This design comes from an exercise in tuning for small area and a short achievable clock period on the open sky130 flow, not from production work.
At most, simulation tests tie the RTL to the original design; equivalence was not proved.
No functional check of the RTL was part of run 8.
Power figures rest on the tool's default switching activity, not on a simulated workload.

$ cat flow/design.v
module ovarint_core (
    input  wire         clk,
    input  wire         rst,
    input  wire         in_valid,
    input  wire [4:0]   cmd,         
    input  wire [127:0] val_in,
    input  wire [127:0] bytes_in,    
    input  wire [4:0]   len_in,
    output reg          out_valid,
    output reg  [2:0]   status,
    output reg  [4:0]   len_out,
    output reg  [127:0] bytes_out,   
    output reg  [127:0] val_out
);
    localparam [2:0] ST_OK        = 3'd0;
    localparam [2:0] ST_OUTRANGE  = 3'd1;
    localparam [2:0] ST_TRUNCATED = 3'd2;
    localparam [2:0] ST_ILLEGAL   = 3'd4;
    integer i, k, m;
    wire       dir  = cmd[4];
    wire       sgn  = cmd[3];
    wire [2:0] wsel = cmd[2:0];
    wire w8 = (wsel == 3'd0), w16 = (wsel == 3'd1), w32 = (wsel == 3'd2),
         w64 = (wsel == 3'd3), w128 = wsel[2];
    reg [127:0] wide;
    always @* begin
        wide = val_in;
        if (w8)  wide[15:8]  = {8{sgn & val_in[7]}};
        if (w16) wide[23:16] = {8{sgn & val_in[15]}};
        if (w32) wide[39:32] = {8{sgn & val_in[31]}};
        if (w64) wide[71:64] = {8{sgn & val_in[63]}};
    end
    reg [15:1] f;
    reg [8:0]  g;
    always @* begin
        for (k = 1; k < 16; k = k + 1) begin
            g = val_in[8 * k - 5 +: 9];
            f[k] = sgn ? (|g & ~&g) : |g[8:1];
        end
        if (sgn) begin
            if (w8)  f[1] = |val_in[7:3]   & ~&val_in[7:3];
            if (w16) f[2] = |val_in[15:11] & ~&val_in[15:11];
            if (w32) f[4] = |val_in[31:27] & ~&val_in[31:27];
            if (w64) f[8] = |val_in[63:59] & ~&val_in[63:59];
        end else begin
            if (w8)  f[1] = |val_in[7:4];
            if (w16) f[2] = |val_in[15:12];
            if (w32) f[4] = |val_in[31:28];
            if (w64) f[8] = |val_in[63:60];
        end
        if (w8)  f[15:2] = 14'd0;
        if (w16) f[15:3] = 13'd0;
        if (w32) f[15:5] = 11'd0;
        if (w64) f[15:9] = 7'd0;
    end
    wire s_e = sgn & (w8 ? val_in[7] : w16 ? val_in[15] : w32 ? val_in[31] : w64 ? val_in[63] : val_in[127]);
    wire oor_e = w128 & (sgn ? (|val_in[127:123] & ~&val_in[127:123]) : (|val_in[127:124]));
    wire [7:0] hdr  = bytes_in[7:0];
    wire       negd = sgn & ~hdr[7];
    wire [3:0] n_d  = sgn ? (hdr[6:3] ^ {4{~hdr[7]}}) : hdr[7:4];
    wire [7:0] hdr_v = sgn ? {{5{negd}}, hdr[2:0]} : {4'd0, hdr[3:0]};
    reg [127:0] x_a;         
    reg [15:1]  f_a;         
    reg [3:0]   nd_a;        
    reg         dir_a, sgn_a;
    reg         s_a;         
    reg [2:0]   wsel_a;
    reg         oor_a;       
    reg [4:0]   len_a;       
    reg         v_a;
    always @(posedge clk) begin
        if (rst)
            v_a <= 1'b0;
        else
            v_a <= in_valid;
        x_a    <= dir ? {bytes_in[127:8], hdr_v} : wide;
        f_a    <= f;
        nd_a   <= n_d;
        dir_a  <= dir;
        sgn_a  <= sgn;
        s_a    <= s_e;
        wsel_a <= wsel;
        oor_a  <= oor_e;
        len_a  <= len_in;
    end
    reg [3:0] n_e;
    always @* begin
        n_e = 4'd0;
        for (k = 1; k < 16; k = k + 1)
            if (f_a[k]) n_e = k;
    end
    wire [3:0] n = dir_a ? nd_a : n_e;
    wire       fill = x_a[7];
    wire [3:0] sh   = ~n;
    reg [127:0] r, y;
    always @* begin
        for (i = 0; i < 16; i = i + 1)
            r[8 * i +: 8] = x_a[8 * (15 - i) +: 8];
        y = r;
        if (sh[3]) y = {{64{fill}}, y[127:64]};
        if (sh[2]) y = {{32{fill}}, y[127:32]};
        if (sh[1]) y = {{16{fill}}, y[127:16]};
        if (sh[0]) y = {{8{fill}},  y[127:8]};
    end
    wire [7:0] y0 = dir_a ? y[7:0] :
                    sgn_a ? {~s_a, n ^ {4{s_a}}, y[2:0]} : {n, y[3:0]};
    wire [127:0] res = {y[127:8], y0};
    wire negd_a = x_a[7];
    reg [15:0] c, p, q;
    always @* begin
        for (m = 0; m < 16; m = m + 1)
            c[m] = negd_a ? (&x_a[8 * m +: 8]) : ~(|x_a[8 * m +: 8]);
        p[0] = c[0];
        for (m = 1; m < 16; m = m + 1)
            p[m] = p[m - 1] & c[m];
        for (m = 0; m < 15; m = m + 1)
            q[m] = p[m] & (~sgn_a | (x_a[8 * m + 15] == negd_a));
        q[15] = p[15];
    end
    reg  [3:0] wb;        
    always @* begin
        case (wsel_a)
            3'd0:    wb = 4'd1;
            3'd1:    wb = 4'd2;
            3'd2:    wb = 4'd4;
            default: wb = 4'd8;
        endcase
    end
    wire [4:0] dw   = {1'b0, nd_a} - {1'b0, wb};
    wire       fits = wsel_a[2] | dw[4] | q[dw[3:0]];
    wire trunc = ~len_a[4] & (len_a[3:0] <= nd_a);
    reg [2:0] st;
    always @* begin
        if (wsel_a > 3'd4) st = ST_ILLEGAL;
        else if (!dir_a)   st = oor_a ? ST_OUTRANGE : ST_OK;
        else if (trunc)    st = ST_TRUNCATED;
        else if (!fits)    st = ST_OUTRANGE;
        else               st = ST_OK;
    end
    always @(posedge clk) begin
        if (rst)
            out_valid <= 1'b0;
        else
            out_valid <= v_a;
        status    <= st;
        len_out   <= (st == ST_OK) ? ({1'b0, n} + 5'd1) : 5'd0;
        y_b       <= res;
    end
    reg [127:0] y_b;
    always @* begin
        bytes_out = y_b;
        val_out   = y_b;
    end
endmodule
$ cat flow/flow/run.sh
#!/bin/bash
set -euo pipefail
export BUFFER_PORTS_ARGS="-buffer_cell sky130_fd_sc_hd__buf_1"
export SETUP_SLACK_MARGIN=5.15
bash standard.sh > standard.log 2>&1
$ cat flow/standard.sh
#!/bin/bash
# synth_recipe.tcl (not shown) runs the flow's synth.tcl, then flattens the netlist and writes it again
# the make line also repeats each setting of config.mk as NAME=value (left out here)
make -C /OpenROAD-flow-scripts/flow DESIGN_CONFIG=/design/flow/config.mk WORK_HOME=/design/flow/orfs CLKGATE_MAP_FILE= SYNTH_SCRIPT=/design/flow/synth_recipe.tcl "${@:-finish}"
$ cat flow/config.mk
export PLATFORM = sky130hd
export DESIGN_NAME = ovarint_core
export DESIGN_NICKNAME = ovarint_core
export VERILOG_FILES = /design/flow/design.v
export SDC_FILE = /design/flow/constraint.sdc
export NUM_CORES = 4
export LEC_CHECK = 0
export ABC_AREA = 1
export CAP_MARGIN = 20
export CORE_MARGIN = 2
export CORE_UTILIZATION = 45
export PLACE_DENSITY = 0.55
export SLEW_MARGIN = 20
$ cat flow/constraint.sdc
create_clock -name core_clock -period 8.0 [get_ports {clk}]
set_input_delay 1.6000 -clock core_clock [delete_from_list [all_inputs] [get_ports {clk}]]
set_output_delay 1.6000 -clock core_clock [all_outputs]
set_load 0.01 [all_outputs]
==> metrics list, run 1 <==
- In this run the deepest clock path goes through 3 buffers.
* DP Worst Slack: between 4 and 5 ns
- Dividing the synthesized area by the synthesized cell count gives 6.433 sq um.
- Hold timing on the final database bottoms out at a slack of between 0.4 and 0.5 ns.
* Layout filler cell count: ~3800
- In this run, placement finished with an instance count of about 3400.
- Layout Cells excl Fill: around 3400
- Gate count of the mapped netlist: 2611
- The routed layout has ~19000 vias.
- In this run the vertical extent of the chip is ~200 microns.
- Summing all multi-input logic gate instances after layout gives 8467 sq um.
- The clock reaches the later pin of the worst-skew pair after between 0.5 and 0.6 ns.
* Net count of the mapped netlist: slightly below 3000
- Skew final: approximately 0.031 ns
- After floorplanning, the core was divided into 70 placement rows.
* Critical path data arrival time: roughly 1.2 ns
- CTS Hold Buffers Added: 0
- Summed over all cells, the static leakage comes to a little under 9 nW.
* Number of design rule violations left after detail routing: 0
- Min cycle time layout: about 2.8 ns
- Adding up every negative setup slack in the final design gives 0 ns.
- 0 antenna diodes ended up in the layout.
- DRC marker count from the first detailed-route iteration: ~1800
- Worst path bufs/invs: 1
* Clock Pin Slew Worst Setup and Hold Paths: 0.06 ns
- Initial core utilization: a little under half
- Final Net Count: ~3200
- Number of detailed-route iterations in the first pass: 8
- The path with the worst hold slack has its endpoint at out_valid.
* Routed len/inst: 21.67 microns
- Reg2reg end: y_b[95]
- Data required time at the worst endpoint: 6.40 ns
- Share of the synthesized area in the top cell type: a little over a third
* Depth of the worst hold-timing path: 2
* HPWL Detailed: 58.99 mm
* Number of synthesized flops with an enable pin: 0
* Total non-filler cell area in the finished layout: about 19000 sq um
- The number of global-route vias before repair is between 15000 and 20000.
- Summed over all layers, the global routing overflow is 0.
- Post-synthesis instance area: 16800 sq um
- At the pin with the least slew margin, the transition time is about 0.70 ns.
* Most common flop cell mapped by yosys: dfxtp_1
- Number of library cell types mapped by synthesis: 53
- Share of synthesized cell area in and, or, nand and nor gates: between 20 and 30%
- Among cell families on the critical path, the largest total delay comes from flip-flops.
- Via-per-instance ratio: between 5 and 6
- The clock net in this run drives a total of just under 300 sinks.
* Worst Min Path Start: v_a
* Post-synthesis xor/xnor area fraction: less than 1%
- In this run the register-to-register setup slack is ~5.2 ns.
* Final count of negative-setup-slack endpoints: 0
* Synth Register Bits: about 300
- Synthesized-area fraction occupied by adder cells: 0.7896%
- The die covers 38890 sq um.
* Met1 Resource Use GR: roughly half
* Fraction of met2 tracks used by global routing: between 50 and 60%
- In this run the worst path has a maximum fanout of 2.
* Die span in x: between 150 and 200 microns
- Endpoint class of the critical path: primary output
- The sequential cells in the finished layout cover a total of just under 6000 sq um.
- By startpoint and endpoint, the worst setup path is classified as flip-flop to primary output.
- Mux contribution to synthesized area: around 1.7%
* Outcome: finished clean
- Critical path launch point type: flip-flop
* Number of antenna violations at the first check in global routing: 1
* Worst R2R Start: dir_a
- The largest single stage delay on the critical path is between 0.3 and 0.4 ns.
- The worst register-to-register path has a depth of 12.
- Compound-cell area share of the yosys netlist: approximately 17%
- Fraction of the core area covered by cells at the end of the flow: a little over half
- TritonCTS Buffers: 31
- Setup repair after global routing could not meet its margin everywhere.
- Synth area leader: dfxtp_1
* Most congested layer reported by global routing: met2
* Fraction of synthesis flops using an asynchronous set or reset pin: 0%
- Root cell of the clock tree: clkbuf_16
- Share of the clock period used by the worst path after layout: a little over a third
* Leading cell types by total area after synthesis: dfxtp_1, nand2_1, o21ai_0
* Total global-route track usage: a little over a third
* Register area share after synthesis: 35.40%
- Io pins: between 500 and 600
* Power per cell area: ~240 nW/um^2
- For this run, the number of Yosys warnings is 1.
- The final layout contains routed wiring with a total length of between 70 and 80 mm.
- Among all stages on the critical path, the largest delay is contributed by dfxtp_1.
- From synthesis to final layout, the design area changed by 15.76%.
- After floorplanning, the core was sized to cover between 30000 and 40000 sq um.
* CTS H-Tree Depth: 1
- Measured against its own limit, the worst slew margin works out to a little over half.
* Residual antenna-violating net count after detailed routing: 0
* Peak clock frequency supported by timing: ~360 MHz
- The number of pins with negative max-slew slack in the final report was 0.
- After layout, the design draws a total of 4.738 mW.
- Across the run, the number of max-cap violations was 0.
* IO buf count: approximately 530
- After synthesis, the largest family of logic cells by area is simple AND/OR/NAND/NOR gates.
- The first global-routing pass estimated 104.5 mm of wire.
- Global routing consumed, on the met3 layer, a little over 5% of the routing resources.
- The placed instances occupy a cell area of between 15000 and 20000 sq um.
* Global placer's final weighted congestion: 1.001
- nand2_1 is the most common cell in the netlist.
- The count of endpoints failing hold in the final timing report came to 0.
* Clock tree from TritonCTS: done
- In the final layout, the share of cells above drive strength 1 is ~4.2%.
* Cell chain of the critical path: buf_1
- Post-route worst setup slack: between 5 and 6 ns
- Across the VDD grid, the largest voltage drop is ~150 uV.
- List of most frequent post-synthesis cells: nand2_1, o21ai_0, dfxtp_1
- Entering global routing, the biggest net connects 113 pins.
- Classification of the worst-slack hold path: flip-flop to flip-flop
[worst reg2reg max path: stages (launching register included)]
cell     delay, ns
dfxtp_2       0.39
nor2_4        0.15
nand2_2       0.08
nor3_4        0.24
nand2_4       0.19
nand2_8       0.22
buf_12        0.17
nand2_8       0.13
o21ai_0       0.27
inv_1         0.12
o21ai_0       0.38
mux2i_1       0.17
o21ai_0       0.19
[metal layers]
| metal | vias up | routed length [microns] |
|---|---|---|
| met1 | 8810 | 30800 |
| met4 | 2 | 3119 |
| met5 | - | 12 |
| li1 | 8959 | - |
| met2 | 1130 | 33990 |
| met3 | 147 | 6368 |
[cell usage in the layout, fill, tap and decap left out, drive strengths merged, types with 2 or more instances in the layout]
master	netlist	routed
inv	252	259
xor2	5	5
o221ai	2	2
a21oi	83	83
a2111oi	3	3
bufinv	0	2
o41ai	3	3
nand3	70	70
ha	9	9
nor4	30	30
nand3b	3	3
clkinv	4	13
nor3	35	35
nand4	49	49
clkinvlp	0	2
dfxtp	297	297
o31ai	3	3
or2	7	7
mux2i	28	28
nand2	855	858
nor2	143	143
clkbuf	64	41
a31oi	6	6
o211ai	9	9
buf	204	553
and3	4	4
o21ai	421	421
a311oi	11	11
[area by class of cell]
type | count | area share [%]
multi-input cells | 1793 | 43.55
repair buffers | 557 | 12.52
inverters | 256 | 4.994
well taps | 468 | 3.012
flip-flops and latches | 297 | 30.60
clock buffers | 38 | 4.331
clock inverters | 20 | 0.9911
[state kept, by name (all words and copies together) (netlist names), 3 cells and up]
register  flops
status        3
wsel_a        3
y_b         128
x_a         128
len_out       5
f_a          15
nd_a          4
len_a         5
[where the power goes]
| group | switching, mW | internal (mW) |
|---|---|---|
| combinational | 1.01 | 0.419 |
| sequential | 0.169 | 1.69 |
| clock | 0.627 | 0.824 |
| total | 1.80 | 2.94 |
[logic make-up after synthesis]
kind of cell    Yosys count
compound gates          548
xor+xnor                  6
buf+inv                 524
mux                      28
simple gates           1198
flops                   297
fa+ha+maj                10
[repair_timing]
| action | CTS | global route |
|---|---|---|
| endpoints found under the hold margin | 0 | 0 |
| buffers inserted | 0 | 7 |
| pin swaps | 1 | 4 |
| cloned | 3 | 4 |
| resized for setup | 39 | 55 |
| endpoints found under the setup margin | 172 | 167 |
[worst max path at each step]
stage	to	depth (start not counted)	slack (ns)	startpoint
6_report	bytes_out[50]	1	5.20	y_b[50]
2_1_floorplan	x_a[16]	7	5.33	cmd[1]
5_1_grt	s_a	8	5.13	cmd[1]
3_3_place_gp	y_b[21]	8	4.18	dir_a
4_1_cts	y_b[21]	19	5.14	f_a[2]
3_5_place_dp	y_b[21]	8	4.21	dir_a
==> inputs of run 2 (changes only) <==
--- a/flow/config.mk
+++ b/flow/config.mk
@@ -5,9 +5,10 @@
 export SDC_FILE = /design/flow/constraint.sdc
 export NUM_CORES = 4
 export LEC_CHECK = 0
-export ABC_AREA = 1
 export CAP_MARGIN = 20
 export CORE_MARGIN = 2
 export CORE_UTILIZATION = 45
+export CTS_CLUSTER_DIAMETER = 80
+export CTS_CLUSTER_SIZE = 30
 export PLACE_DENSITY = 0.55
 export SLEW_MARGIN = 20
==> metrics list, run 2 <==
- Crit path largest cell delay: ~0.55 ns
* Largest net degree at the start of global routing: approximately 90
* Fin. Hold Viols: 0
- For this run, the number of Yosys warnings is 1.
* Clock insertion delay at the later pin of the skew report: approximately 0.55 ns
- Core Area: 35480 sq um
* Layout-stage area growth over the synthesis result: 16.46%
- Among all stages on the critical path, the largest delay is contributed by or4_4.
- Setup violations remaining at the end of the flow were counted as 0.
- In this run the tightest slew margin relative to its limit is 53.74%.
- Overall power: 4.516 mW
- For this block, the initial DRC count from the detailed router was about 1600.
- For the worst setup path, the data required time is ~8.4 ns.
- In the final routed layout, each cell accounts on average for between 20 and 30 microns.
- MaxCap Viol Count: 0
* Total non-filler cell area in the finished layout: about 19000 sq um
* Number of detailed-route iterations in the first pass: 6
- Setup repair after global routing could not meet its margin everywhere.
- Final slew viol count: 0
- Once placement finished, the instance area stood at ~17000 sq um.
- Via-per-instance ratio: approximately 6
- Leaving out fill and tap cells, the most frequent cell in the layout is buf_1.
* Antenna diode instance count: 0
- Summed over all layers, the routed wires come to 69.09 mm.
- Global-route wire length before repair: 97.91 mm
* Total global-route track usage: between 30% and 40%
- The analysis attributes to cell leakage a power of ~7.4 nW.
- The longest clock path from root to sink contains 3 buffers.
- After floorplanning, the core was divided into 69 placement rows.
* HPWL Detailed: about 52 mm
- Buffers inserted during clock tree synthesis total 18.
* Min cycle time layout: around 2.8 ns
- Routability-driven placement finished with a final weighted congestion of 0.9471.
- The number of global-route vias before repair is ~15000.
- CTS H-Tree Depth: 1
- Root cell of the clock tree: clkbuf_16
- Most common flop cell mapped by yosys: dfxtp_1
* Number of library cell types mapped by synthesis: 64
- Clock tree from TritonCTS: done
* Critical path data arrival time: roughly 3.2 ns
- Once detail routing completed, the nets flagged for antenna violations numbered 0.
- Post-route worst setup slack: about 5.2 ns
* Outcome: finished clean
- Io pins: 534
* Gate count of the mapped netlist: 1886
- Synth Register Bits: 297
- List of most frequent post-synthesis cells: dfxtp_1, nand2_1, mux2i_1
- In the routed design, unresolved DRC markers number 0.
* Classification of the worst-slack hold path: flip-flop to flip-flop
- Most instantiated library cell after synthesis: dfxtp_1
- Number of synthesized flops with an enable pin: 0
- DP Worst Slack: between 4 and 5 ns
- Die span in x: ~190 microns
* Power per cell area: between 200 and 250 nW/um^2
- Leading cell types by total area after synthesis: dfxtp_1, mux2i_1, mux2_2
- In the final layout, the share of cells above drive strength 1 is 13.01%.
* Endpoint class of the critical path: flip-flop
- Registers with the most flip-flops: x_a (128), y_b (128), f_a (15)
- Summed over all failing endpoints, the final setup total negative slack is 0 ns.
- The worst setup path is launched from a flip-flop.
- DIE HEIGHT: 193.8 microns
- Critical path class: flip-flop to flip-flop
* Clk sink count: just under 300
* Most used cell along the critical path: mux2i_1
- Counting every net in the synthesized netlist gives between 2000 and 2500.
- In the layout the commonest cells are buf_1, dfxtp_1, nand2_1.
- Fraction of synthesis flops using an asynchronous set or reset pin: 0%
- Clock-pin slew was measured on the worst setup and hold paths at between 0.1 and 0.15 ns.
- Across the routed clock network, the largest skew measured is between 0.02 and 0.03 ns.
- IO buf count: approximately 530
- Share of the clock period used by the worst path after layout: between 30% and 40%
- Of the synthesized area, sequential elements account for between 30% and 40%.
- For this run, the post-layout net count is between 2000 and 2500.
- Static timing analysis puts the maximum clock frequency at 352.7 MHz.
- For this configuration, the core starts out at a cell density of 45.69%.
- Die footprint: 37560 sq um
* Cell chain of the critical path: or4_4 -> a211oi_4 -> nor2_4 -> buf_12 -> mux2i_1 -> a21oi_1 -> o21ai_0 -> mux2i_1
* Slew at the pin closest to its max-slew limit: around 0.69 ns
* Synth area leader: dfxtp_1
- Share of the synthesized area in the top cell type: a little under two fifths
* Average cell area after synthesis: around 8.6 sq um
- Post-synthesis instance area: around 16000 sq um
* Remaining global-route overflow: 0
* Number of vias after detailed routing: 16180
- Maximum fanout along the worst path: 42
- Number of antenna violations at the first check in global routing: 0
- Worst voltage drop across the vdd grid: roughly 230 uV
[run 2: cell types whose count changed in the layout (fill, tap and decap cells not counted), moves of 19 or more]
| cell | delta |
|---|---|
| nand2_1 | -596 |
| o21ai_0 | -235 |
| inv_1 | -231 |
| mux2_2 | +125 |
| mux2i_1 | +102 |
| o21ai_1 | -63 |
| nor2_1 | -55 |
| a211o_1 | +39 |
| o21a_1 | +23 |
| a211oi_1 | +22 |
| a21o_1 | +19 |
| nor4_1 | +19 |
[run 2: worst max-delay path: cells and delay by family (launching register included)]
kind / cells / cell delay, ns
buffers and inverters: 1 / 0.19
flip-flops: 1 / 0.34
AO/OA/AOI/OAI: 3 / 0.96
multiplexers: 2 / 0.55
AND/OR/NAND/NOR: 2 / 0.63
[run 2: final cells by class]
| class | instances | area (sq um) |
|---|---|---|
| multi-input combinational | 1317 | 9006 |
| fill | 3471 | 16600 |
| clock inverter | 11 | 229.0 |
| timing repair buffer | 564 | 2509 |
| tap | 461 | 576.8 |
| clock buffer | 20 | 479.2 |
| inverter | 20 | 113.9 |
| sequential | 297 | 5967 |
[run 2: cells by family (layout without fill, tap and decap cells)]
group / after synthesis / in the layout / share of synthesized area, %
flip-flops: 297 / 297 / 36.68
XOR/XNOR: 22 / 22 / 1.189
multiplexers: 278 / 278 / 18.14
AO/OA/AOI/OAI: 426 / 426 / 16.79
adder cells (fa/ha/maj): 10 / 10 / 0.8181
buffers and inverters: 275 / 615 / 9.802
AND/OR/NAND/NOR: 578 / 581 / 16.59
[run 2: power by group]
group | leakage [nW] | switching (mW) | internal [mW] | total (mW)
clock | 0.338 | 0.611 | 0.545 | 1.16
sequential | 2.50 | 0.256 | 1.70 | 1.96
combinational | 4.57 | 0.869 | 0.532 | 1.40
[run 2: final timing paths]
kind          start         to  slack, ns  cells after the start
max          f_a[5]    y_b[80]       5.16                      8
min             v_a  out_valid       0.45                      1
max reg2reg  f_a[5]    y_b[80]       5.16                      8
min reg2reg     v_a  out_valid       0.45                      1
[run 2: per-stage QoR]
| stage | hold slack, ns | util (%) | std cells |
|---|---|---|---|
| CTS | 0.4509 | 52.32 | 2682 |
| floorplan | 0.3258 | - | 1886 |
| global placement | 0.4310 | 49.08 | 2640 |
| finish | 0.4512 | 53.21 | 2690 |
| global route | 0.4735 | 53.21 | 2690 |
| detailed placement | 0.4242 | 49.08 | 2640 |
[run 2: metal layers]
layer  track usage, %  vias to the layer above  wire [microns]
met2            54.10                      973           30790
met3            5.236                      123            6409
met5                0                        -               0
met4            13.29                        0            2851
met1            47.37                     7745           29040
li1                 -                     7340               -
[run 2: repair_timing]
| item | CTS | global route |
|---|---|---|
| endpoints found under the setup margin | 239 | 234 |
| pin swaps | 5 | 3 |
| resized for setup | 70 | 60 |
| cloned | 6 | 3 |
| hold endpoints to repair | 0 | 0 |
| buffers inserted | 5 | 5 |
| hold buffers | 0 | 0 |
==> inputs of run 3 (changes only) <==
--- a/flow/config.mk
+++ b/flow/config.mk
@@ -7,8 +7,6 @@
 export LEC_CHECK = 0
 export CAP_MARGIN = 20
 export CORE_MARGIN = 2
-export CORE_UTILIZATION = 45
-export CTS_CLUSTER_DIAMETER = 80
-export CTS_CLUSTER_SIZE = 30
-export PLACE_DENSITY = 0.55
+export CORE_UTILIZATION = 35
+export PLACE_DENSITY = 0.45
 export SLEW_MARGIN = 20
==> metrics list, run 3 <==
- Core Area: 45580 sq um
* Logic gate share of total power: 28.0%
- Global placer's final weighted congestion: 0.9321
- Number of synthesized flops with an enable pin: 0
- Summed over its instances, the top area cell type makes up between 30% and 40% of the synthesized netlist area.
- Largest net degree at the start of global routing: just over 90
- Yosys instantiated no cell more often than dfxtp_1.
- Registers with the most flip-flops: x_a (128), y_b (128), f_a (15)
* Min cycle time layout: between 2 and 3 ns
* Switching fraction of total power: 35.95%
* Synth Register Bits: ~300
* MaxCap Viol Count: 0
* Relative slew slack: slightly above 50%
- The critical path runs through a total of 8 cells.
- Most common cell after layout, fill and taps aside: buf_1
- The tree is rooted in a clkbuf_16.
- From left edge to right edge, the die measures 219.2 microns.
- The analysis attributes to cell leakage a power of about 7.7 nW.
- The count of endpoints failing hold in the final timing report is 0.
* Setup repair after global routing missed its margin: true
- Via-per-instance ratio: 5.627
- Remaining global-route overflow: 0
- Total global-route track usage: approximately 29%
- The floorplan step defined a die boundary enclosing 48060 sq um.
* Critical path launch point type: flip-flop
- Net Switching: 1.830 mW
- The flow ran to the end and the layout has no timing, DRC or antenna violations.
- Following the worst setup path forward leads to its endpoint at y_b[75].
* CTS Hold Buffers Added: 0
* Total met2 wirelength after detailed routing: between 30 and 40 mm
- Timing would allow up to about 350 MHz.
- Worst Min Path Start: v_a
- Skew final: around 0.016 ns
* Highest-count cells in the layout ignoring fill and taps: buf_1, dfxtp_1, nand2_1
- The most used flip-flop cell after synthesis is dfxtp_1.
* Gate count of the mapped netlist: between 1500 and 2000
* Maximum fanout along the worst path: between 70 and 80
- For this run, design rule violations remaining after detail routing come to 0.
- Clock buffer depth: 3
* Post-synthesis instance area: ~16000 sq um
* Accumulated negative setup slack: 0 ns
- Highest metal used: met4
- Reg2reg end: y_b[75]
- In this run the count of I/O pins placed on the die edge is approximately 530.
- Row generation in the floorplan step produced 78 rows.
* Layout cell share with drive strength beyond 1: 13.85%
- Number of antenna violations at the first check in global routing: 1
- DIE HEIGHT: approximately 220 microns
- IO buf count: approximately 530
- Yosys Warn Count: 1
* Critical path data arrival time: ~3.3 ns
- The number of nets in the synthesized netlist is ~2200.
* Worst path bufs/invs: 1
- Power per cell area: roughly 260 nW/um^2
- Fraction of the core area covered by cells at the end of the flow: about 43%
* Cell chain of the critical path: or4_4 -> a211oi_4 -> nor2_4 -> buf_12 -> mux2i_1 -> a21oi_1 -> mux2i_2 -> mux2i_1
* TritonCTS Buffers: 36
- Fraction of synthesis flops using an asynchronous set or reset pin: 0%
* Routed len/inst: 25.85 microns
* Worst voltage drop across the vdd grid: between 150 and 200 uV
- Worst setup path startpoint: dir_a
- Residual antenna-violating net count after detailed routing: 0
* Reg2reg setup slack: 5.17 ns
* Clock share of power: about a third
- The detailed router placed approximately 16000 vias in this run.
- Average cell area after synthesis: approximately 8.6 sq um
* Data required time at the worst endpoint: approximately 8.4 ns
* Clock tree from TritonCTS: done
- Worst R2R Start: dir_a
- In the post-synthesis netlist, the biggest area contributors are dfxtp_1, mux2i_1, mux2_2.
- The first routing iteration left about 1500 violations.
* Worst Hold Margin: ~0.45 ns
- The first global-routing pass estimated 103.3 mm of wire.
- In the final routing, the length of wire on met1 measures approximately 33 mm.
* Number of detailed-route iterations in the first pass: 5
- The initial utilization of the core area, before any placement, comes to ~36%.
- Clk sink count: around 300
- R2R depth: 8
* Clock Pin Slew Worst Setup and Hold Paths: 0.06 ns
- Grouping stages by cell kind, the critical path spends the most delay in multiplexers.
- Clock insertion delay at the later pin of the skew report: 0.56 ns
- On the worst path, the slowest cell contributes a delay of around 0.52 ns.
- Final count of negative-setup-slack endpoints: 0
* Internal: 3.260 mW
* Number of global-route vias before repair: between 15000 and 20000
- Slew at the pin closest to its max-slew limit: between 0.7 and 0.8 ns
- Classification of the worst-slack hold path: flip-flop to flip-flop
- Sequential power share: 38.6%
* Final Net Count: approximately 2500
- Final slew viol count: 0
- The area growth from synthesis to layout is 20.48%.
- Of all cell types, the one taking the most synthesized area is dfxtp_1.
- Layout filler cell count: around 4700
- In the synthesized netlist, the cells that appear most often are dfxtp_1, nand2_1, mux2i_1.
* Number of library cell types mapped by synthesis: 64
- After layout, the worst path uses 35.33% of the clock period.
- Register area share after synthesis: 36.68%
* CTS H-Tree Depth: 2
- Standard cell with the maximum stage delay on the critical path: or4_4
- Critical path class: flip-flop to flip-flop
- The final layout contains routed wiring with a total length of around 74 mm.
* Most used cell along the critical path: mux2i_1
* HPWL Detailed: roughly 56 mm
- Total length of routed met3 wires: approximately 5.2 mm
* Endpoint class of the critical path: flip-flop
## run 3: area by class of cell
class	instances	area, sq um	share of cell area [%]
clock inverters	16	188.9	0.9673
repair buffers	562	2481	12.70
diodes	2	5.005	0.02562
well taps	600	750.7	3.843
flip-flops and latches	297	5958	30.50
clock buffers	48	1049	5.368
inverters	20	127.6	0.6534
multi-input cells	1317	8972	45.94
## run 3: power by group through the flow
stage | combinational [mW] | clock (mW) | sequential (mW)
after floorplan | 0.929 | 0 | 1.93
after global placement | 1.34 | 0 | 1.98
after detailed placement | 1.33 | 0 | 1.99
after CTS | 1.39 | 1.73 | 1.96
after global routing | 1.55 | 1.78 | 1.98
final | 1.43 | 1.70 | 1.96
## run 3: cell families (layout without fill, tap and decap cells)
group / count (synthesis) / in the layout / share of synthesized area [%]
adder cells (fa/ha/maj): 10 / 10 / 0.8181
buffers and inverters: 275 / 646 / 9.802
XOR/XNOR: 22 / 22 / 1.189
other: 0 / 2 / 0
multiplexers: 278 / 278 / 18.14
flip-flops: 297 / 297 / 36.68
AND/OR/NAND/NOR: 578 / 581 / 16.59
AO/OA/AOI/OAI: 426 / 426 / 16.79
## run 3: worst min-delay path by stage
stage,end,slack [ns],depth (start not counted)
detailed placement,out_valid,0.44,1
global placement,out_valid,0.43,1
CTS,out_valid,0.45,1
floorplan,y_b[127],0.33,0
finish,out_valid,0.45,1
global route,out_valid,0.46,1
## run 3: what timing repair did
action                                  4_1_cts  5_1_grt
gates cloned                                  6        3
resized for setup                            69       54
endpoints found under the setup margin      243      229
pin swaps                                     6        6
buffers inserted                              9        0
## run 3: through the flow
step           cells  power, mW  instance area (sq um)  worst slack [ns]
6_report        2862      5.090                  19530             5.173
2_1_floorplan   1886      2.863                  16220             5.049
5_1_grt         2861      5.309                  19530             5.106
3_5_place_dp    2778      3.315                  17580             4.178
4_1_cts         2857      5.074                  19270             5.162
3_3_place_gp    2778      3.319                  17580             4.150
## run 3: worst reg2reg max path, cell delays in order, from the launching register on
cell	delay, ns
dfxtp_2	0.40
or4_4	0.53
a211oi_4	0.32
nor2_4	0.07
buf_12	0.23
mux2i_1	0.49
a21oi_1	0.20
mux2i_2	0.30
mux2i_1	0.15
## run 3: layer usage
metal / up-vias / GRT usage, %
met5: - / 0
met4: 0 / 11.01
met3: 125 / 3.617
met2: 881 / 46.00
met1: 7715 / 41.37
li1: 7383 / -
==> inputs of run 4 (changes only) <==
--- a/flow/config.mk
+++ b/flow/config.mk
@@ -7,6 +7,6 @@
 export LEC_CHECK = 0
 export CAP_MARGIN = 20
 export CORE_MARGIN = 2
-export CORE_UTILIZATION = 35
-export PLACE_DENSITY = 0.45
+export CORE_UTILIZATION = 55
+export PLACE_DENSITY = 0.65
 export SLEW_MARGIN = 20
==> metrics list, run 4 <==
* Die span in x: 175.7 microns
* Fraction of synthesis flops using an asynchronous set or reset pin: 0%
* Root cell of the clock tree: clkbuf_16
* CTS H-Tree Depth: 1
* IO buf count: around 530
- Total non-filler cell area in the finished layout: about 19000 sq um
- Leading cell types by total area after synthesis: dfxtp_1, mux2i_1, mux2_2
- MaxCap Viol Count: 0
* Reg2reg end: y_b[33]
- Sequential power share: around two fifths
* Final count of negative-setup-slack endpoints: 0
- The internal portion of the total power is 3.112 mW.
- Post-synthesis instance area: approximately 16000 sq um
- In this run the cell area measured after placement is 17310 sq um.
- DIE HEIGHT: about 180 microns
- Worst voltage drop across the vdd grid: 145.9 uV
- Clock buffer depth: 3
- Family with the most delay on the worst path: compound AO/OA/AOI/OAI gates
- Worst R2R Start: f_a[12]
- The worst pin sits at a relative slew slack of 51.63%.
- Cell chain of the critical path: or4_1 -> a211oi_4 -> o21ai_1 -> buf_4 -> o21ai_0 -> nor2_1 -> a21oi_2 -> mux2i_2 -> mux2_2
* TritonCTS Buffers: 30
* Net Switching: between 1.5 and 2 mW
- R2R depth: 9
- Average cell area after synthesis: approximately 8.6 sq um
- Critical Path Sink: y_b[33]
- Synth area leader: dfxtp_1
- On the worst path, the slowest cell contributes a delay of about 0.61 ns.
* Die footprint: ~30000 sq um
- Most common flop cell mapped by yosys: dfxtp_1
- The library cells used most frequently in the layout, excluding fill and tap cells, are buf_1, dfxtp_1, nand2_1.
* Classification of the worst-slack hold path: flip-flop to flip-flop
- Global placer's final weighted congestion: about 1.0
- The worst setup path is launched from a flip-flop.
* Min cycle time layout: approximately 2.8 ns
- After the last flow step, the layout net total stands at approximately 2500.
- Worst setup path startpoint: f_a[12]
* Number of vias after detailed routing: approximately 16000
- Initial core utilization: approximately 56%
- The first global-routing pass estimated approximately 93 mm of wire.
- After synthesis the netlist holds a flip-flop and latch count of ~300.
* Io pins: roughly 530
- Number of global-route vias before repair: 14980
- Register area share after synthesis: about 37%
- Data arrives at the worst endpoint at between 3 and 4 ns.
- In this run, post-CTS hold repair placed 0 buffers.
- TritonCTS built the clock tree.
- Clock share of power: 31.0%
* Number of design rule violations left after detail routing: 0
* Standard cell with the maximum stage delay on the critical path: or4_1
- The layout has approximately 2500 filler cells.
- Data required time at the worst endpoint: 8.45 ns
- The critical path runs through a total of 9 cells.
- The clock arrives with between 0.02 and 0.025 ns of skew.
* Yosys Warn Count: 1
* Remaining global-route overflow: 0
* Worst Hold Margin: 0.4743 ns
* Number of antenna violations at the first check in global routing: 2
- The share of synthesized area in the top cell type comes to between 30% and 40%.
* Fin. Hold Viols: 0
- After layout, the design draws a total of 4.810 mW.
- The routed design has 65.25 mm of wire.
* HPWL Detailed: 48.54 mm
- For flop-to-flop paths, the worst setup slack is 5.18 ns.
- Of the cells placed in the final design, the portion with a size suffix greater than 1 is between 10% and 20%.
- Outcome: finished clean
* Number of synthesized flops with an enable pin: 0
- Most common cell after layout, fill and taps aside: buf_1
- Total global-route track usage: approximately two fifths
- The clock net in this run drives a total of 297 sinks.
- In this run, distinct cell masters in the synthesized netlist total 64.
* Post-route worst setup slack: between 5 and 6 ns
- Switching fraction of total power: between 30% and 40%
* Share of the clock period used by the worst path after layout: 35.29%
- DP Worst Slack: 4.254 ns
- Residual antenna-violating net count after detailed routing: 0
- Dividing the detail-routed wire length by the instance count gives ~25 microns.
- In this run the worst path has a maximum fanout of 32.
- Accumulated negative setup slack: 0 ns
- At the pin with the least slew margin, the transition time is between 0.7 and 0.8 ns.
- The number of pins with negative max-slew slack in the final report is 0.
- Number of detailed-route iterations in the first pass: 8
- Most instantiated library cell after synthesis: dfxtp_1
- In the synthesized netlist, the number of instances is 1886.
- The number of nets in the synthesized netlist is 2165.
- Via-per-instance ratio: between 6 and 7
- STA classifies the critical path endpoint as a flip-flop.
* Registers with the most flip-flops: x_a (128), y_b (128), f_a (15)
- Power per cell area: ~250 nW/um^2
- Peak clock frequency supported by timing: roughly 350 MHz
* Clock insertion delay at the later pin of the skew report: ~0.57 ns
* LEAKAGE: about 7.6 nW
- List of most frequent post-synthesis cells: dfxtp_1, nand2_1, mux2i_1
- After the first detailed-routing iteration, the DRC count stood at 2142.
- Combinational cells account for around 28% of the total power.
- Worst path bufs/invs: 1
- By startpoint and endpoint, the worst setup path is classified as flip-flop to flip-flop.
- Core Area: just under 30000 sq um
* Floorplan row count: 62
- Setup repair after global routing could not meet its margin everywhere.
- Largest net degree at the start of global routing: 95
- The area growth from synthesis to layout is 16.50%.
- Clock Pin Slew Worst Setup and Hold Paths: about 0.07 ns
-- run 4: cell counts after synthesis --
No cell type changed its count.
-- run 4: area by class of cell --
class,instances,area (sq um),share of cell area [%]
well taps,384,480.5,2.544
diodes,1,2.502,0.01325
flip-flops and latches,297,5953,31.52
clock inverters,11,168.9,0.8943
clock buffers,44,884.6,4.684
multi-input cells,1319,8869,46.96
inverters,20,103.9,0.5499
repair buffers,561,2425,12.84
-- run 4: worst min path at each step --
| stage | startpoint | to | slack [ns] | depth (start not counted) |
|---|---|---|---|---|
| finish | v_a | out_valid | 0.47 | 1 |
| CTS | v_a | out_valid | 0.48 | 1 |
| global placement | v_a | out_valid | 0.42 | 1 |
| global route | v_a | out_valid | 0.49 | 1 |
| floorplan | x_a[7] | y_b[127] | 0.33 | 0 |
| detailed placement | v_a | out_valid | 0.46 | 1 |
-- run 4: cells by family (layout without fill, tap and decap cells) --
kind of cell	count (synthesis)	in the layout	synth area share (%)
adders and majority gates	10	10	0.8181
DFF	297	297	36.68
buffers and inverters	275	636	9.802
AOI/OAI and AO/OA	426	426	16.79
xor gates and xnor gates	22	22	1.189
muxes	278	278	18.14
and+or+nand+nor	578	583	16.59
other	0	1	0
-- run 4: power by group through the flow --
stage                     Combinational [mW]  Sequential, mW  Clock (mW)
after detailed placement                1.28            1.97           0
final                                   1.37            1.95        1.49
after floorplan                        0.929            1.93           0
after global placement                  1.27            1.96           0
after CTS                               1.32            1.94        1.50
after global routing                    1.47            1.96        1.56
-- run 4: layer usage --
layer	routed length, microns	track usage, %	up-vias
li1	-	-	7363
met1	25000	50.32	7637
met2	29210	63.25	1142
met3	7353	9.069	193
met4	3690	20.63	0
met5	0	0	-
-- run 4: repair_timing --
item                                    in CTS  in global routing
endpoints found under the setup margin     239                199
pin swaps                                    5                  3
gates cloned                                 6                  3
gates resized for setup                     45                 33
buffers inserted                             8                  2
-- run 4: through the flow --
step           instances  util (%)
2_1_floorplan       1886         -
3_3_place_gp        2562     59.99
3_5_place_dp        2562     59.99
4_1_cts             2631     64.78
5_1_grt             2636     65.44
6_report            2637     65.45
==> inputs of run 5 (changes only) <==
==> flow/flow/run.sh (replaced) <==
#!/bin/bash
set -euo pipefail
export BUFFER_PORTS_ARGS="-buffer_cell sky130_fd_sc_hd__buf_1"
export SETUP_SLACK_MARGIN=5.22
bash standard.sh > standard.log 2>&1
==> metrics list, run 5 <==
* Power per cell area: approximately 250 nW/um^2
* Routed len/inst: around 24 microns
- Post-synthesis xor/xnor area fraction: roughly 1.2%
- STA puts the critical path data required time at 8.42 ns.
* Total global-route track usage: between 30 and 40%
- Routability-driven placement finished with a final weighted congestion of a little over 1.
- List of most frequent post-synthesis cells: dfxtp_1, nand2_1, mux2i_1
- In the layout the commonest cells are buf_1, dfxtp_1, nand2_1.
- Final count of negative-setup-slack endpoints: 0
* Critical path class: flip-flop to flip-flop
* CTS H-Tree Depth: 1
- Static timing analysis puts the maximum clock frequency at between 300 and 400 MHz.
- Sequential power share: 39.9%
* Clock tree from TritonCTS: done
- The floorplan has slightly above 60 rows.
- The synthesized design spends more area on one cell type than any other, namely dfxtp_1.
- Summing the areas of all compound-gate instances in the mapped netlist gives between 10% and 20% of the synthesized area.
- The largest individual stage delay along the critical path comes from the cell or4_4.
* Largest net degree at the start of global routing: 94
* Min cycle time layout: around 2.8 ns
- Logic gate share of total power: between 20% and 30%
- Setup repair after global routing could not meet its margin everywhere.
- The die is roughly 180 microns tall.
* Relative slew slack: approximately 52%
* TritonCTS Buffers: 29
- Placed cells: ~2600
- Synthesis handed over a netlist of between 1500 and 2000 instances.
- Fin. Hold Viols: 0
- Number of design rule violations left after detail routing: 0
- After detailed placement, the total cell area comes to between 15000 and 20000 sq um.
* Critical path launch point type: flip-flop
- Across the VDD grid, the largest voltage drop is 153.0 uV.
- Averaged over all synthesized cells, the footprint is ~8.6 sq um.
- Synthesized-area fraction occupied by adder cells: less than 1%
- Outcome: finished clean
- Across the run, the number of max-cap violations was 0.
- Once layout is complete, the utilization of the core stands at 66.30%.
- After the last flow step, the layout net total stands at around 2500.
* DRC marker count from the first detailed-route iteration: around 2000
* Global-route wire length before repair: just over 90 mm
- Synth Register Bits: just under 300
* Final slew viol count: 0
* Routed Wire Length: 64.21 mm
* Worst path bufs/invs: 1
- The cell area that synthesis handed to floorplanning was roughly 16000 sq um.
- The synthesized design devotes to its leading area cell type a little under two fifths of total area.
* Combinational family with the most area after synthesis: multiplexers
* Clock buffer depth: 3
* Most used cell along the critical path: mux2i_1
- Internal power comes to approximately 3.2 mW.
- Layout filler cell count: ~2500
- Measured against the total synthesized area, the mux share comes to between 15 and 20%.
- Buffers placed on the I/O ports in this run total 533.
- Endpoint class of the critical path: flip-flop
- Most instantiated library cell after synthesis: dfxtp_1
* Most common cell after layout, fill and taps aside: buf_1
- In the synthesized netlist the dominant register cell turns out to be dfxtp_1.
- Yosys Warn Count: 1
- Total non-filler cell area in the finished layout: ~19000 sq um
* Clock insertion delay at the later pin of the skew report: ~0.56 ns
* Accumulated negative setup slack: 0 ns
* Share of the clock period used by the worst path after layout: roughly 35%
* Skew final: 0.01546 ns
- The share of total power dissipated in the clock network is 31.5%.
- Root cell of the clock tree: clkbuf_16
- Number of antenna violations at the first check in global routing: 1
- LEAKAGE: approximately 7.6 nW
* Layout Cells excl Fill: 2638
- For this design the total switching power over the nets is 1.702 mW.
* Number of global-route vias before repair: approximately 15000
- Sequential Area: between 5000 and 6000 sq um
- For this run, the register share of the synthesized area comes to between 30% and 40%.
- Layout cell share with drive strength beyond 1: 13.81%
- After detailed routing, the number of vias per cell comes to ~6.2.
- Clk sink count: slightly below 300
* HPWL Detailed: approximately 48 mm
* Critical path data arrival time: about 3.3 ns
* Residual antenna-violating net count after detailed routing: 0
- After clock tree synthesis, the clock-pin slew on the worst setup and hold paths is roughly 0.070 ns.
- Once the floorplan was initialized, standard cells occupied a little under three fifths of the core.
- In this run the worst path has a maximum fanout of 25.
- Registers with the most flip-flops: x_a (128), y_b (128), f_a (15)
- Area of combinational cells with multiple inputs: between 8000 and 9000 sq um
- Switching fraction of total power: 34.93%
- For this run, the slowest stage of the critical path takes just over 0.5 ns.
* Die footprint: about 31000 sq um
- Worst Hold Margin: around 0.45 ns
* Core Area: 28860 sq um
* Family with the most delay on the worst path: compound AO/OA/AOI/OAI gates
* Share of synthesized cell area in and, or, nand and nor gates: ~17%
- Classification of the worst-slack hold path: flip-flop to flip-flop
- Leading cell types by total area after synthesis: dfxtp_1, mux2i_1, mux2_2
* Post-route worst setup slack: approximately 5.2 ns
* Number of library cell types mapped by synthesis: 64
- For this run the aggregate overflow at the end of global routing stands at 0.
- Number of vias after detailed routing: ~16000
- Layout-stage area growth over the synthesis result: 18.01%
- After synthesis, the share of flip-flops with an asynchronous set or reset is 0%.
- Overall power: around 5 mW
- Die span in x: 175.7 microns
- Timing analysis after detailed placement gives a worst setup slack of roughly 4.2 ns.
* Cell chain of the critical path: or4_4 -> a211oi_4 -> nor2_4 -> buf_12 -> mux2i_1 -> a21oi_1 -> o21ai_1 -> mux2i_1
- For this run, the detailed router's first-pass iteration total came to 8.
- Number of synthesized flops with an enable pin: 0
- At the pin with the least slew margin, the transition time is 0.7177 ns.
- Net count of the mapped netlist: 2165
- Io pins: roughly 530
[run 5: cell count changes in the layout (fill, tap and decap cells not counted), moves of 5 or more]
| cell | change |
|---|---|
| dfxtp_2 | +5 |
| clkbuf_1 | -7 |
| mux2i_2 | +14 |
| dfxtp_1 | -6 |
| a21oi_1 | -6 |
| mux2i_1 | -14 |
[run 5: routing by layer]
| metal | up-vias | global-route usage [%] | part of all wire [%] |
|---|---|---|---|
| li1 | 7383 | - | - |
| met1 | 7740 | 51.65 | 38 |
| met2 | 1147 | 62.65 | 46 |
| met3 | 185 | 7.403 | 11 |
| met4 | 0 | 17.73 | 5.0 |
| met5 | - | 0 | 0 |
[run 5: logic make-up after synthesis]
logic type      count (synthesis)
fa+ha+maj                      10
xor+xnor                       22
simple gates                  578
compound gates                426
mux                           278
flops                         297
buf+inv                       275
[run 5: power by group through the flow]
stage          registers [mW]  logic [mW]  clock network, mW
2_1_floorplan            1.93       0.930                  0
3_3_place_gp             1.95        1.28                  0
3_5_place_dp             1.96        1.28                  0
4_1_cts                  1.93        1.34               1.54
5_1_grt                  1.95        1.50               1.61
6_report                 1.94        1.40               1.53
[run 5: final cells by class]
type	instances	area share, %
multi-input combinational	1319	46.86
sequential	297	31.17
timing repair buffer	563	13.14
clock buffer	34	4.153
tap	384	2.511
clock inverter	19	1.524
inverter	20	0.6147
antenna	2	0.02616
[run 5: path summary, 6_finish.rpt]
kind              depth (start not counted)        end  start  slack, ns
setup reg to reg                          8    y_b[81]  dir_a       5.17
hold / removal                            1  out_valid    v_a       0.45
hold reg to reg                           1  out_valid    v_a       0.45
setup / recovery                          8    y_b[81]  dir_a       5.17
[run 5: worst reg2reg max path: cells and delay by family, from the launching register on]
family / cells / cell delay (ns)
AO/OA/AOI/OAI: 3 / 0.91
buffers and inverters: 1 / 0.20
flip-flops: 1 / 0.40
multiplexers: 2 / 0.56
AND/OR/NAND/NOR: 2 / 0.62
[run 5: what timing repair did]
| item | in CTS | in global routing |
|---|---|---|
| setup buffers | 6 | 2 |
| pin swaps | 6 | 5 |
| hold buffers | 0 | 0 |
| endpoints found under the setup margin | 241 | 230 |
| gates resized for setup | 63 | 66 |
| gates cloned | 6 | 6 |
==> inputs of run 6 (changes only) <==
==> flow/flow/run.sh (replaced) <==
#!/bin/bash
set -euo pipefail
export BUFFER_PORTS_ARGS="-buffer_cell sky130_fd_sc_hd__buf_1"
export SETUP_SLACK_MARGIN=5.15
bash standard.sh > standard.log 2>&1
--- a/flow/config.mk
+++ b/flow/config.mk
@@ -8,5 +8,7 @@
 export CAP_MARGIN = 20
 export CORE_MARGIN = 2
 export CORE_UTILIZATION = 55
+export CTS_CLUSTER_DIAMETER = 60
+export CTS_CLUSTER_SIZE = 30
 export PLACE_DENSITY = 0.65
 export SLEW_MARGIN = 20
==> metrics list, run 6 <==
- Endpoint class of the critical path: flip-flop
- In this run the number of H-tree levels came out at 1.
- Number of vias after detailed routing: 16440
- Input and output buffers added on the ports amount to 533.
- The number of clock buffers added by TritonCTS is 24.
* Final Net Count: ~2500
- Setup repair after global routing missed its margin: true
* Maximum fanout along the worst path: 82
- Before antenna repair, the detailed router went through 8 iterations.
- roughly 530 I/O pins were placed.
- Clock skew on the completed layout was measured at about 0.028 ns.
* Largest net degree at the start of global routing: between 90 and 100
- Clock tree from TritonCTS: done
* Number of global-route vias before repair: about 15000
* Root cell of the clock tree: clkbuf_16
- Number of library cell types mapped by synthesis: 64
- After Yosys synthesis, and, or, nand and nor cells account for 16.59% of the synthesized area.
- The first global-routing pass estimated between 90 and 100 mm of wire.
* Combinational family with the most area after synthesis: multiplexers
- For this design, the CTS-stage hold fixing added 0 buffers.
- Power per cell area: between 200 and 250 nW/um^2
- Die span in x: ~180 microns
- In this run the deepest clock path goes through 3 buffers.
- Routed len/inst: 24.76 microns
- Die footprint: 30870 sq um
- STA classifies the critical path startpoint as a flip-flop.
- The count of endpoints failing hold in the final timing report came to 0.
* HPWL Detailed: roughly 49 mm
- Critical path data arrival time: between 3 and 4 ns
- For this run, the number of Yosys warnings is 1.
- The area growth from synthesis to layout is 15.82%.
* Worst voltage drop across the vdd grid: about 160 uV
- Most common cell after layout, fill and taps aside: buf_1
- Outcome: finished clean
- Summed over all layers, the routed wires come to 64.99 mm.
- The share of the Yosys chip area taken by registers is 36.68%.
- Data required time at the worst endpoint: between 8 and 9 ns
- In the layout the commonest cells are buf_1, dfxtp_1, nand2_1.
- Via-per-instance ratio: about 6.3
- The initial utilization of the core area, before any placement, comes to 56.18%.
- Critical path class: flip-flop to flip-flop
* Floorplan row count: 62
- List of most frequent post-synthesis cells: dfxtp_1, nand2_1, mux2i_1
* Synth area leader: dfxtp_1
- From bottom edge to top edge, the die measures about 180 microns.
* Clock insertion delay at the later pin of the skew report: around 0.56 ns
- The filler cells instantiated in the layout total 2564.
* DRC marker count from the first detailed-route iteration: approximately 2100
* Antenna diode instance count: 0
* Depth of the worst hold-timing path: 1
- In the final layout, the multi-input gates occupy just under 9000 sq um.
- Number of design rule violations left after detail routing: 0
* Leading cell types by total area after synthesis: dfxtp_1, mux2i_1, mux2_2
- Net count of the mapped netlist: around 2200
- The synthesized netlist devotes less than 1% of its cell area to adder and majority cells.
* Share of the clock period used by the worst path after layout: about a third
- Worst Hold Margin: roughly 0.46 ns
- Slew at the pin closest to its max-slew limit: ~0.74 ns
- Post-synthesis xor/xnor area fraction: around 1.2%
- Accumulated negative setup slack: 0 ns
- R2R depth: 8
- Sequential Area: between 5000 and 6000 sq um
* Peak clock frequency supported by timing: roughly 360 MHz
- Classification of the worst-slack hold path: flip-flop to flip-flop
- The synthesized design contains 297 register bits.
- Number of synthesized flops with an enable pin: 0
- The number of pins with negative max-slew slack in the final report was 0.
- Of the cells placed in the final design, the portion with a size suffix greater than 1 is about an eighth.
* Compound-cell area share of the yosys netlist: between 10% and 20%
* Share of the synthesized area in the top cell type: a little under two fifths
* Reg2reg setup slack: around 5.2 ns
- Post-synthesis instance area: roughly 16000 sq um
- After synthesis, the mean cell area works out to between 8 and 9 sq um.
- The clock drives 297 sinks.
* Fraction of synthesis flops using an asynchronous set or reset pin: 0%
- Clock Pin Slew Worst Setup and Hold Paths: approximately 0.09 ns
- Number of antenna violations at the first check in global routing: 2
- Global routing finished with a remaining overflow of 0.
- After floorplanning, the core was sized to cover about 29000 sq um.
- Mux contribution to synthesized area: a little under a fifth
- MaxCap Viol Count: 0
* LEAKAGE: about 7.5 nW
* Final count of negative-setup-slack endpoints: 0
* Total global-route track usage: around 40%
- Registers with the most flip-flops: x_a (128), y_b (128), f_a (15)
* Global placer's final weighted congestion: slightly above 1
- The worst path in the final design needs a cycle of around 2.8 ns, including I/O delays and setup.
- In the synthesized netlist, the number of instances is 1886.
- Residual antenna-violating net count after detailed routing: 0
- Headroom to the max-slew limit came out at about half.
* Most instantiated library cell after synthesis: dfxtp_1
* Most common flop cell mapped by yosys: dfxtp_1
[run 6: final cells by class]
type / instances / area share, %
timing repair buffer: 562 / 12.95
sequential: 297 / 31.73
tap: 384 / 2.559
clock inverter: 17 / 1.399
clock buffer: 27 / 3.478
multi-input combinational: 1318 / 47.30
inverter: 20 / 0.5731
[run 6: stage by stage]
step	cell area (sq um)	std cells	power, mW	worst slack (ns)	utilization, %
after floorplan	16220	1886	2.863	5.049	-
after global placement	17310	2562	3.236	4.268	59.99
after detailed placement	17310	2562	3.243	4.254	59.99
after CTS	18570	2623	4.592	5.121	64.36
after global routing	18780	2625	4.814	5.128	65.07
final	18780	2625	4.644	5.185	65.07
[run 6: cells by family after synthesis]
| group | Yosys count |
|---|---|
| simple gates | 578 |
| compound gates | 426 |
| flops | 297 |
| mux | 278 |
| buf+inv | 275 |
| xor+xnor | 22 |
| fa+ha+maj | 10 |
[run 6: path summary, 6_finish.rpt]
check,start,to
worst min-delay path,v_a,out_valid
worst min register to register,v_a,out_valid
worst max register to register,dir_a,y_b[74]
worst max-delay path,dir_a,y_b[74]
[run 6: report_power, final]
part           switching, mW  internal, mW
Sequential             0.245          1.70
Clock                  0.654         0.670
Combinational          0.856         0.516
[run 6: layer usage]
metal	routed length [microns]	vias up	track usage [%]
li1	-	7359	-
met1	24190	7682	50.78
met2	29330	1208	63.12
met3	7826	188	8.139
met4	3644	0	20.25
met5	0	-	0
[run 6: repair_timing]
item | 4_1_cts | 5_1_grt
gates cloned | 6 | 2
pin swaps | 5 | 2
gates resized for setup | 43 | 43
endpoints found under the setup margin | 238 | 216
buffers inserted | 11 | 0
[run 6: worst max-delay path: stages, from the launching register on]
cell	delay, ns
dfxtp_2	0.40
or4_1	0.57
a211oi_4	0.30
nor2_4	0.07
buf_12	0.23
mux2i_1	0.40
a21oi_1	0.25
mux2i_1	0.29
mux2i_1	0.11
==> inputs of run 7 (changes only) <==
--- a/flow/config.mk
+++ b/flow/config.mk
@@ -9,6 +9,6 @@
 export CORE_MARGIN = 2
 export CORE_UTILIZATION = 55
 export CTS_CLUSTER_DIAMETER = 60
-export CTS_CLUSTER_SIZE = 30
+export CTS_CLUSTER_SIZE = 20
 export PLACE_DENSITY = 0.65
 export SLEW_MARGIN = 20
==> metrics list, run 7 <==
* Global placer's final weighted congestion: 1.009
- STA classifies the critical path startpoint as an input port.
* Most instantiated library cell after synthesis: dfxtp_1
* Number of synthesized flops with an enable pin: 0
* Classification of the worst-slack hold path: flip-flop to flip-flop
- Global-route wire length before repair: between 90 and 100 mm
- For this run, design rule violations remaining after detail routing come to 0.
- Root cell of the clock tree: clkbuf_16
- Summed over all failing endpoints, the final setup total negative slack is 0 ns.
- The first detailed-routing pass ran for 8 iterations.
- Routed Wire Length: approximately 65 mm
- Antenna diode instance count: 0
- Fin. Hold Viols: 0
- Number of global-route vias before repair: approximately 15000
- Across the whole layout, storage elements account for between 5000 and 6000 sq um.
* Final count of negative-setup-slack endpoints: 0
* DIE HEIGHT: 175.7 microns
- CTS Hold Buffers Added: 0
* Die span in x: 175.7 microns
- For this design the top-level I/O count stands at ~530.
- CTS H-Tree Depth: 1
* Number of library cell types mapped by synthesis: 64
- The biggest area contributor in the post-synthesis netlist is dfxtp_1.
* Worst Hold Margin: 0.4742 ns
* Post-synthesis instance area: 16210 sq um
* Leading cell types by total area after synthesis: dfxtp_1, mux2i_1, mux2_2
- Detailed placement finished with a half-perimeter wire length of roughly 49 mm.
- For this run, the leading register cell type out of synthesis is dfxtp_1.
- After synthesis, flip-flops and latches occupy 36.68% of the total area.
* Yosys Warn Count: 1
- Final Net Count: ~2500
- After synthesis, the largest family of logic cells by area is multiplexers.
- Share of the synthesized area in the top cell type: between 30% and 40%
- The region available for standard cell placement spans between 20000 and 30000 sq um.
- Outcome: finished clean
- Clock skew on the completed layout was measured at between 0.015 and 0.02 ns.
- In the global route stage, overall resource usage came out at 39.57%.
- Share of synthesized cell area in and, or, nand and nor gates: 16.59%
- The signal on the critical path passes through clkdlybuf4s15_2 -> or3_4 -> nor3_4 -> a21oi_1 -> o21ai_0.
- In this run the tightest slew margin relative to its limit is slightly above 50%.
* Slew at the pin closest to its max-slew limit: between 0.7 and 0.8 ns
- Die footprint: about 31000 sq um
- Fraction of synthesis flops using an asynchronous set or reset pin: 0%
- After layout, the worst path uses 35.27% of the clock period.
- Remaining global-route overflow: 0
- The number of pins with negative max-slew slack in the final report came to 0.
- Synthesis handed over a netlist of 1886 instances.
- For the worst-skew pair, the clock arrives at the later sink with an insertion delay of between 0.5 and 0.6 ns.
- Peak clock frequency supported by timing: ~350 MHz
* Average cell area after synthesis: ~8.6 sq um
- Largest net degree at the start of global routing: 95
- The commonest cells after synthesis are dfxtp_1, nand2_1, mux2i_1.
- Min cycle time layout: approximately 2.8 ns
- When the netlist entered floorplanning its net count stood at 2165.
- Layout filler cell count: around 2600
- LEAKAGE: roughly 7.5 nW
- Most common cell after layout, fill and taps aside: buf_1
- Of the post-synthesis cell area, the part taken by muxes is approximately 18%.
- Input and output buffers added on the ports amount to approximately 530.
- Standard cell with the maximum stage delay on the critical path: or3_4
- Power per cell area: roughly 250 nW/um^2
- In this run the remaining antenna-violating nets after routing total 0.
- Clock Pin Slew Worst Setup and Hold Paths: around 0.08 ns
- In this design, the largest share of critical-path delay is due to simple AND/OR/NAND/NOR gates.
- The synthesized design contains approximately 300 register bits.
- Area of combinational cells with multiple inputs: 8880 sq um
* Number of vias after detailed routing: approximately 16000
- The number of antenna violations at the first check in global routing is 2.
* Initial core utilization: 56.18%
- Leaving out fill and tap cells, the most frequent cells in the layout are buf_1, dfxtp_1, nand2_1.
* DRC marker count from the first detailed-route iteration: roughly 2000
- Setup repair after global routing could not meet its margin everywhere.
* Post-synthesis xor/xnor area fraction: 1.189%
- Data required time at the worst endpoint: about 8.4 ns
- Clock buffer depth: 3
* Critical path data arrival time: 3.22 ns
* Compound-cell area share of the yosys netlist: 16.79%
- In the final layout, the registers with the most flip-flops are x_a (128), y_b (128), f_a (15).
- Critical path class: input port to flip-flop
- Across the VDD grid, the largest voltage drop is around 160 uV.
- Layout cell share with drive strength beyond 1: about an eighth
- Synthesized-area fraction occupied by adder cells: less than 1%
- Floorplan row count: 62
* Endpoint class of the critical path: flip-flop
* Maximum fanout along the worst path: 14
* Crit path largest cell delay: about 0.5 ns
- Compared with the post-synthesis result, the final layout area differs by 15.21%.
- Worst path bufs/invs: 1
- The tool flagged a number of max-cap violations equal to 0.
- Routed len/inst: between 20 and 25 microns
- Via-per-instance ratio: ~6.2
- TritonCTS built the clock tree.
- TritonCTS created 24 clock buffers.
- Clk sink count: 297
run 7: metal layers:
layer | track usage [%] | share of wire (%)
met3 | 8.203 | 12
met1 | 50.94 | 37
met4 | 19.56 | 5.6
met2 | 63.19 | 45
met5 | 0 | 0
run 7: layout make-up:
type / instances / area share, %
Timing Repair Buffer: 561 / 12.96
Multi-Input combinational cell: 1318 / 47.54
Tap cell: 384 / 2.572
Sequential cell: 297 / 31.89
Clock inverter: 12 / 0.8775
Clock buffer: 29 / 3.591
Inverter: 20 / 0.5761
run 7: worst paths after layout:
kind           from   endpoint  slack, ns  cells past startpoint
max          cmd[2]    x_a[10]       5.18                      5
max reg2reg   dir_a   y_b[114]       5.23                      8
min             v_a  out_valid       0.47                      1
min reg2reg     v_a  out_valid       0.47                      1
run 7: power breakdown:
group | switching, mW | internal, mW | leakage, nW
combinational | 0.855 | 0.515 | 4.57
clock | 0.610 | 0.657 | 0.402
sequential | 0.245 | 1.70 | 2.50
run 7: cell families (layout without fill, tap and decap cells):
kind of cell / after synthesis / after routing
buf+inv: 275 / 622
flops: 297 / 297
simple gates: 578 / 582
fa+ha+maj: 10 / 10
mux: 278 / 278
compound gates: 426 / 426
xor+xnor: 22 / 22
run 7: per-stage QoR:
| stage | instance area, sq um | std cells | power [mW] | worst slack, ns | utilization [%] |
|---|---|---|---|---|---|
| after global routing | 18680 | 2621 | 4.750 | 5.121 | 64.72 |
| after CTS | 18490 | 2617 | 4.530 | 5.151 | 64.07 |
| after detailed placement | 17310 | 2562 | 3.243 | 4.254 | 59.99 |
| final | 18680 | 2621 | 4.585 | 5.178 | 64.72 |
| after floorplan | 16220 | 1886 | 2.863 | 5.049 | - |
| after global placement | 17310 | 2562 | 3.236 | 4.268 | 59.99 |
run 7: what timing repair did:
| action | 4_1_cts | 5_1_grt |
|---|---|---|
| cloned | 6 | 2 |
| buffers inserted | 8 | 2 |
| resized for setup | 48 | 35 |
| pin swaps | 5 | 2 |
| setup endpoints to repair | 239 | 200 |
==> inputs of run 8 (changes only) <==
--- a/flow/design.v
+++ b/flow/design.v
@@ -60,7 +60,8 @@
     wire [3:0] n_d  = sgn ? (hdr[6:3] ^ {4{~hdr[7]}}) : hdr[7:4];
     wire [7:0] hdr_v = sgn ? {{5{negd}}, hdr[2:0]} : {4'd0, hdr[3:0]};
     reg [127:0] x_a;         
-    reg [15:1]  f_a;         
+    reg         n3_a;        
+    reg [7:0]   h_a;         
     reg [3:0]   nd_a;        
     reg         dir_a, sgn_a;
     reg         s_a;         
@@ -74,7 +75,8 @@
         else
             v_a <= in_valid;
         x_a    <= dir ? {bytes_in[127:8], hdr_v} : wide;
-        f_a    <= f;
+        n3_a   <= |f[15:8];
+        h_a    <= (|f[15:8]) ? f[15:8] : {f[7:1], 1'b0};
         nd_a   <= n_d;
         dir_a  <= dir;
         sgn_a  <= sgn;
@@ -83,12 +85,13 @@
         oor_a  <= oor_e;
         len_a  <= len_in;
     end
-    reg [3:0] n_e;
+    reg [2:0] n_lo;
     always @* begin
-        n_e = 4'd0;
-        for (k = 1; k < 16; k = k + 1)
-            if (f_a[k]) n_e = k;
+        n_lo = 3'd0;
+        for (k = 1; k < 8; k = k + 1)
+            if (h_a[k]) n_lo = k;
     end
+    wire [3:0] n_e = {n3_a, n_lo};
     wire [3:0] n = dir_a ? nd_a : n_e;
     wire       fill = x_a[7];
     wire [3:0] sh   = ~n;
==> metrics list, run 8 <==
- Routed Wire Length: about 63 mm
* Critical path class: flip-flop to flip-flop
- Gate count of the mapped netlist: 1699
* Relative slew slack: between 30% and 40%
- After detailed routing, the average wire length per cell comes to 25.70 microns.
- STA puts the critical path data required time at around 8.4 ns.
- Standard cell with the maximum stage delay on the critical path: dfxtp_1
* Sequential power share: between 40% and 50%
* Power per cell area: 240.6 nW/um^2
- Clock Pin Slew Worst Setup and Hold Paths: 0.08 ns
- Slew at the pin closest to its max-slew limit: 1.013 ns
- The die covers approximately 30000 sq um.
* Family with the most delay on the worst path: simple AND/OR/NAND/NOR gates
* Root cell of the clock tree: clkbuf_16
* Outcome: finished clean
- DRC marker count from the first detailed-route iteration: 1753
- Together, buffers and inverters on the worst path number 0.
- Final slew viol count: 0
- For this run, asynchronously set or reset flops after synthesis account for 0%.
- STA classifies the critical path startpoint as a flip-flop.
- Setup violations remaining at the end of the flow were counted as 0.
* Via-per-instance ratio: around 6.3
- Most common flop cell mapped by yosys: dfxtp_1
- Counting instances, the worst hold path has a depth of 0.
- Net switching is approximately 38% of the power.
- Remaining global-route overflow: 0
- Combinational logic is responsible for roughly 30% of the overall power.
- Synthesis instantiated 63 different standard cells from the library.
* Share of the clock period used by the worst path after layout: a little over a third
- Share of the synthesized area in the top cell type: between 30% and 40%
- Global placer's final weighted congestion: 1.059
- In this run the horizontal extent of the chip is roughly 170 microns.
- The largest single stage delay on the critical path is between 0.7 and 0.8 ns.
- In this run the cell area of the synthesized design comes to about 16000 sq um.
- Static timing analysis puts the maximum clock frequency at 351.6 MHz.
* CTS Hold Buffers Added: 0
- Number of vias after detailed routing: around 15000
- Highest-count cells in the layout ignoring fill and taps: buf_1, dfxtp_1, nand2_1
- The share of the Yosys chip area taken by registers is a little over a third.
- The count of nets left with antenna violations once routing finished came out at 0.
- The floorplan step defined a core boundary enclosing ~29000 sq um.
* Skew final: between 0.015 and 0.02 ns
- Layout-stage area growth over the synthesis result: 16.89%
- Total global-route track usage: between 30% and 40%
- Before antenna repair, the detailed router went through 6 iterations.
- TritonCTS Buffers: 25
- Fin. Hold Viols: 0
- The most common cell in the synthesized netlist is dfxtp_1.
- Measured on the finished design, the core utilization comes to 65.07%.
## run 8: cell count changes after synthesis, moves of 21 or more
cell	delta
a211o_1	-37
a21oi_1	-25
a31oi_1	+23
buf_2	-24
mux4_2	+43
nand3_1	-23
nor2_1	-61
o211ai_1	-23
o21a_1	-21
o21ai_0	-22
## run 8: worst max path at each step
| stage | endpoint | slack [ns] | startpoint |
|---|---|---|---|
| floorplan | x_a[100] | 5.05 | cmd[4] |
| global placement | h_a[6] | 4.23 | cmd[3] |
| detailed placement | h_a[6] | 4.20 | cmd[3] |
| CTS | h_a[5] | 5.15 | cmd[3] |
| global route | status[0] | 5.10 | x_a[29] |
| finish | status[0] | 5.16 | x_a[9] |
## run 8: layout make-up
cell class | count | area, sq um
Antenna cell | 7 | 17.52
Clock buffer | 25 | 625.6
Clock inverter | 15 | 191.4
Fill cell | 2445 | 9972
Inverter | 21 | 93.84
Multi-Input combinational cell | 1146 | 8885
Sequential cell | 290 | 5823
Tap cell | 384 | 480.5
Timing Repair Buffer | 562 | 2459
## run 8: timing repair
| action | CTS | global route |
|---|---|---|
| pin swaps | 2 | 10 |
| cloned | 1 | 6 |
| setup buffers | 5 | 6 |
| endpoints found under the setup margin | 252 | 199 |
| resized for setup | 67 | 44 |
## run 8: metal layers
| metal | wire (microns) | vias to the layer above | part of all wire (%) | GRT usage [%] |
|---|---|---|---|---|
| met4 | 3838 | 0 | 6.1 | 20.03 |
| met3 | 6814 | 209 | 11 | 6.846 |
| met1 | 23830 | 7189 | 38 | 50.37 |
| li1 | - | 6864 | - | - |
| met5 | 0 | - | 0 | 0 |
| met2 | 28480 | 1081 | 45 | 63.38 |
## run 8: power by group through the flow
stage / Clock, mW / Sequential (mW) / Combinational (mW)
after floorplan: 0 / 1.89 / 0.904
after global placement: 0 / 1.92 / 1.24
after detailed placement: 0 / 1.93 / 1.24
after CTS: 1.24 / 1.89 / 1.28
after global routing: 1.29 / 1.92 / 1.41
final: 1.24 / 1.91 / 1.32
## run 8: cell families after synthesis
| logic type | share of synthesized area (%) |
|---|---|
| AND/OR/NAND/NOR | 14.22 |
| adder cells (fa/ha/maj) | 0.8346 |
| AO/OA/AOI/OAI | 12.87 |
| XOR/XNOR | 1.047 |
| flip-flops | 36.53 |
| multiplexers | 24.60 |
| buffers and inverters | 9.897 |
## run 8: stage by stage
step	cells	cell area [sq um]	total power, mW	setup WS, ns	hold WS (ns)
finish	2450	18580	4.468	5.156	0.3899
global route	2449	18570	4.621	5.102	0.4010
CTS	2431	18220	4.410	5.151	0.3839
detailed placement	2385	17050	3.168	4.199	0.3390
global placement	2385	17050	3.162	4.230	0.3385
floorplan	1699	15920	2.796	5.049	0.3829

Setup slack of run 8, layout unchanged: 5.156 ns with ideal ports, 5.156 ns with driving cells assumed (clock clkbuf_16, inputs buf_2), 4.597 ns with port delays also shifted by the 0.599 ns mid clock arrival.
